Context: an optimization exercise on an open-source flow, tuned for small area. The choices shown serve that exercise and are no tape-out recipe.
Only simulation tests tie the RTL to the original design; equivalence was not proved.

== the baseline ==
Design lkg, start of the top module:
module lkg (
    input  wire        clk,
    input  wire        rst,           
    input  wire        cmd_valid,
    output wire        cmd_ready,
    input  wire [47:0] cmd_data,
    output wire        rsp_valid,
    input  wire        rsp_ready,
    output wire [1:0]  rsp_status,
    output wire [31:0] rsp_data
);
For scale: ~630 cells after synthesis, ~88 I/O pins, ~5100 um2 of cells after synthesis.
clock: 10.0 ns
lec_check: 0
cap_margin: 20
core_margin: 2
core_utilization: 55
slew_margin: 20
standard.sh (not shown) runs the stock make flow with config.mk's settings and CLKGATE_MAP_FILE= SYNTH_SCRIPT=/design/flow/synth_recipe.tcl, a recipe that flattens the netlist after the stock synthesis.
==> flow/flow/run.sh <==
#!/bin/bash
# Layout flow: the standard flow, with three changes.
#  1. After the standard synthesis, the combinational logic is re-mapped by
#     ABC for area (flow/reopt.ys, flow/area.abc), in eight runs with different
#     seeds; the smallest netlist is kept. The registers stay as the standard
#     synthesis made them (same cells, same instance names); only the logic
#     between them is re-mapped.
#  2. Ports are buffered with sky130_fd_sc_hd__buf_1 instead of the default
#     buffer cell.
#  3. The clock tree uses clkbuf_8 buffers and no dummy loads.
# Each tool's output goes to a log file of its own in this folder.
set -uo pipefail
R=orfs/results/sky130hd/lkg/base
LIB=$FLOW_HOME/platforms/sky130hd/lib/sky130_fd_sc_hd__tt_025C_1v80.lib

bash standard.sh synth > log_synth_std.txt 2>&1 || { tail -50 log_synth_std.txt; exit 1; }
cp $R/1_2_yosys.v std_synth.v

# Registers (cell type and instance name) of a netlist
regs() { grep -E "^\s*sky130_fd_sc_hd__(s?e?df|dl)\w+ " "$1" | awk '{print $1, $2}' | sort; }
regs std_synth.v > regs_std.txt

best=""; best_area=""
# Eight seeds, four at a time (the flow has four CPUs)
for batch in "1 2 3 4" "5 6 7 8"; do
  pids=""
  for s in $batch; do
    mkdir -p reopt_$s
    sed "s#@LIB@#$LIB#g; s#@SEED@#$s#g; s#@IN@#../std_synth.v#g" flow/reopt.ys > reopt_$s/reopt.ys
    sed "s#@SEED@#$s#g" flow/area.abc > reopt_$s/area.abc
    (cd reopt_$s && yosys -q -l ../log_reopt_$s.txt -s reopt.ys > /dev/null 2>&1) &
    pids="$pids $!"
  done
  for p in $pids; do wait $p; done
done
for s in 1 2 3 4 5 6 7 8; do
  a=$(grep "Chip area" log_reopt_$s.txt 2>/dev/null | tail -1 | grep -oE "[0-9]+\.[0-9]+$")
  [[ -n "$a" && -s reopt_$s/reopt_out.v ]] || continue
  regs reopt_$s/reopt_out.v > reopt_$s/regs.txt
  cmp -s regs_std.txt reopt_$s/regs.txt || { echo "seed $s: registers differ, skipped" >> log_reopt_pick.txt; continue; }
  echo "seed $s: area $a" >> log_reopt_pick.txt
  if [[ -z "$best" ]] || awk "BEGIN{exit !($a < $best_area)}"; then best=$s; best_area=$a; fi
done
if [[ -n "$best" ]]; then
  echo "picked seed $best ($best_area)" >> log_reopt_pick.txt
  cp reopt_$best/reopt_out.v $R/1_2_yosys.v
  touch $R/1_2_yosys.v
  rm -f $R/1_synth.odb
  bash standard.sh synth > log_synth_odb.txt 2>&1 || { tail -50 log_synth_odb.txt; exit 1; }
else
  echo "re-mapping failed, keeping the standard netlist" >> log_reopt_pick.txt
fi

export BUFFER_PORTS_ARGS="-buffer_cell sky130_fd_sc_hd__buf_1"
export CTS_ARGS="-sink_clustering_enable -repair_clock_nets -buf_list sky130_fd_sc_hd__clkbuf_8 -dont_use_dummy_load"
bash standard.sh finish > log_finish.txt 2>&1 || { tail -50 log_finish.txt; exit 1; }
Other scripts of this flow, unchanged in this note and not shown: flow/flow/area.abc, flow/flow/reopt.ys
Input changes introduced in the candidate (baseline for comparison: the baseline):
--- a/flow/design.v
+++ b/flow/design.v
@@ -71,44 +71,42 @@
     wire w_tapa  = acc & d_wta & z17;
     wire w_seedb = acc & d_sdb & z24;
     wire w_ldb   = acc & d_ldb & z25;
     wire w_tapb  = acc & d_wtb & z25;
     wire        fb_a = ^(ra & ta);
     wire        fb_b = ^(rb & tb);
     wire [7:0]  xa = rev8(ra[7:0]);
     wire [7:0]  yb = rev8(rb[7:0]);
     wire [7:0]  sum;
     wire        c8;
-    wire        g_x = (k == K_EA) | (k == K_NX);
-    wire        g_y = (k == K_EB) | (k == K_NX);
-    wire        g_c = (k == K_NX);
-    assign {c8, sum} = {1'b0, xa & {8{g_x}}} + {1'b0, yb & {8{g_y}}} + {8'd0, cy & g_c};
+    assign {c8, sum} = {1'b0, xa} + {1'b0, yb} + {8'd0, cy};
     wire        sh     = ~pend & k[3] & (k[1] | k[0]);
     wire        step_a = sh & k[0];
     wire        step_b = sh & k[1];
     wire        sh_end = (cnt == 3'd7);
     wire        hold_a = ~(step_a | w_init | w_seeda | w_lda);
     wire        hold_b = ~(step_b | w_init | w_seedb | w_ldb);
     wire        upd_c  = take & (k == K_NX);
     wire        k_end  = sh & sh_end;
     wire        hold_k = ~(acc | k_end);
     wire        hold_c = ~(upd_c | w_init | w_setc);
     assign cmd_ready  = ~pend & ~sh & ~rst;
     assign rsp_valid  = pend & ~rst;
     assign rsp_status = (k == K_ILL) ? 2'd1 : (k == K_UNI) ? 2'd2 : 2'd0;
     wire s_rdc = (k == K_RDC), s_rda = (k == K_RDA), s_rta = (k == K_RTA),
          s_rdb = (k == K_RDB), s_rtb = (k == K_RTB), s_st  = (k == K_RDST),
          s_ea  = (k == K_EA),  s_eb  = (k == K_EB),  s_nx  = (k == K_NX);
     assign rsp_data = ({32{s_rdc}} & {31'd0, cy}) | ({32{s_rda}} & {15'd0, ra}) |
                       ({32{s_rta}} & {15'd0, ta}) | ({32{s_rdb}} & {7'd0, rb}) |
                       ({32{s_rtb}} & {7'd0, tb})  | ({32{s_st}}  & {29'd0, cv, bv, av}) |
-                      ({32{s_ea | s_eb | s_nx}} & {24'd0, sum});
+                      ({32{s_ea}}  & {24'd0, xa}) | ({32{s_eb}}  & {24'd0, yb}) |
+                      ({32{s_nx}}  & {24'd0, sum});
     always @(posedge clk) begin
         if (rst) begin
             ta   <= TAPS_A_REF;
             tb   <= TAPS_B_REF;
         end else begin
             if (w_tapa) ta <= o[16:0];
             if (w_tapb) tb <= o[24:0];
         end
         pend <= ~rst & (acc | (pend & ~take));
         cnt  <= {3{~rst}} & (sh ? cnt + 3'd1 : cnt);
## What came out
Every stage of the flow completed for the candidate, and the final layout passed the timing, DRC and antenna checks.
The baseline finished every step from synthesis to the final layout, and the layout passed the timing, DRC and antenna checks.
Compared with the baseline, in the candidate final cell count has decreased; mean cell area of the mapped netlist went up; global-route usage fell 2.5 points; number of non-clock inverters fell 1; finished layout cell area decreased about 0.9%.

-- port drivers added, routing unchanged --
No port has a modelled driver above. Below, the same layouts with a new extraction and two added sets of constraints. Step 1: set_driving_cell puts a clkbuf_16 on clk and a buf_2 on each other input, an assumption about the parent block. Step 2, shift: input delay + t, output delay - t, t = (earliest + latest rising clock arrival at the registers) / 2. This alone moves slack from input paths to output paths. a / b / c = ideal / step 1 / step 2; a / b = the first two.
run | t, ns | setup WS [ns] | cell pins on the clock port's net
the baseline | 0.403 | 3.664 / 3.626 / 4.029 | 1
the candidate | 0.394 | 4.714 / 4.676 / 4.873 | 1
After both steps every run listed still meets setup and hold.
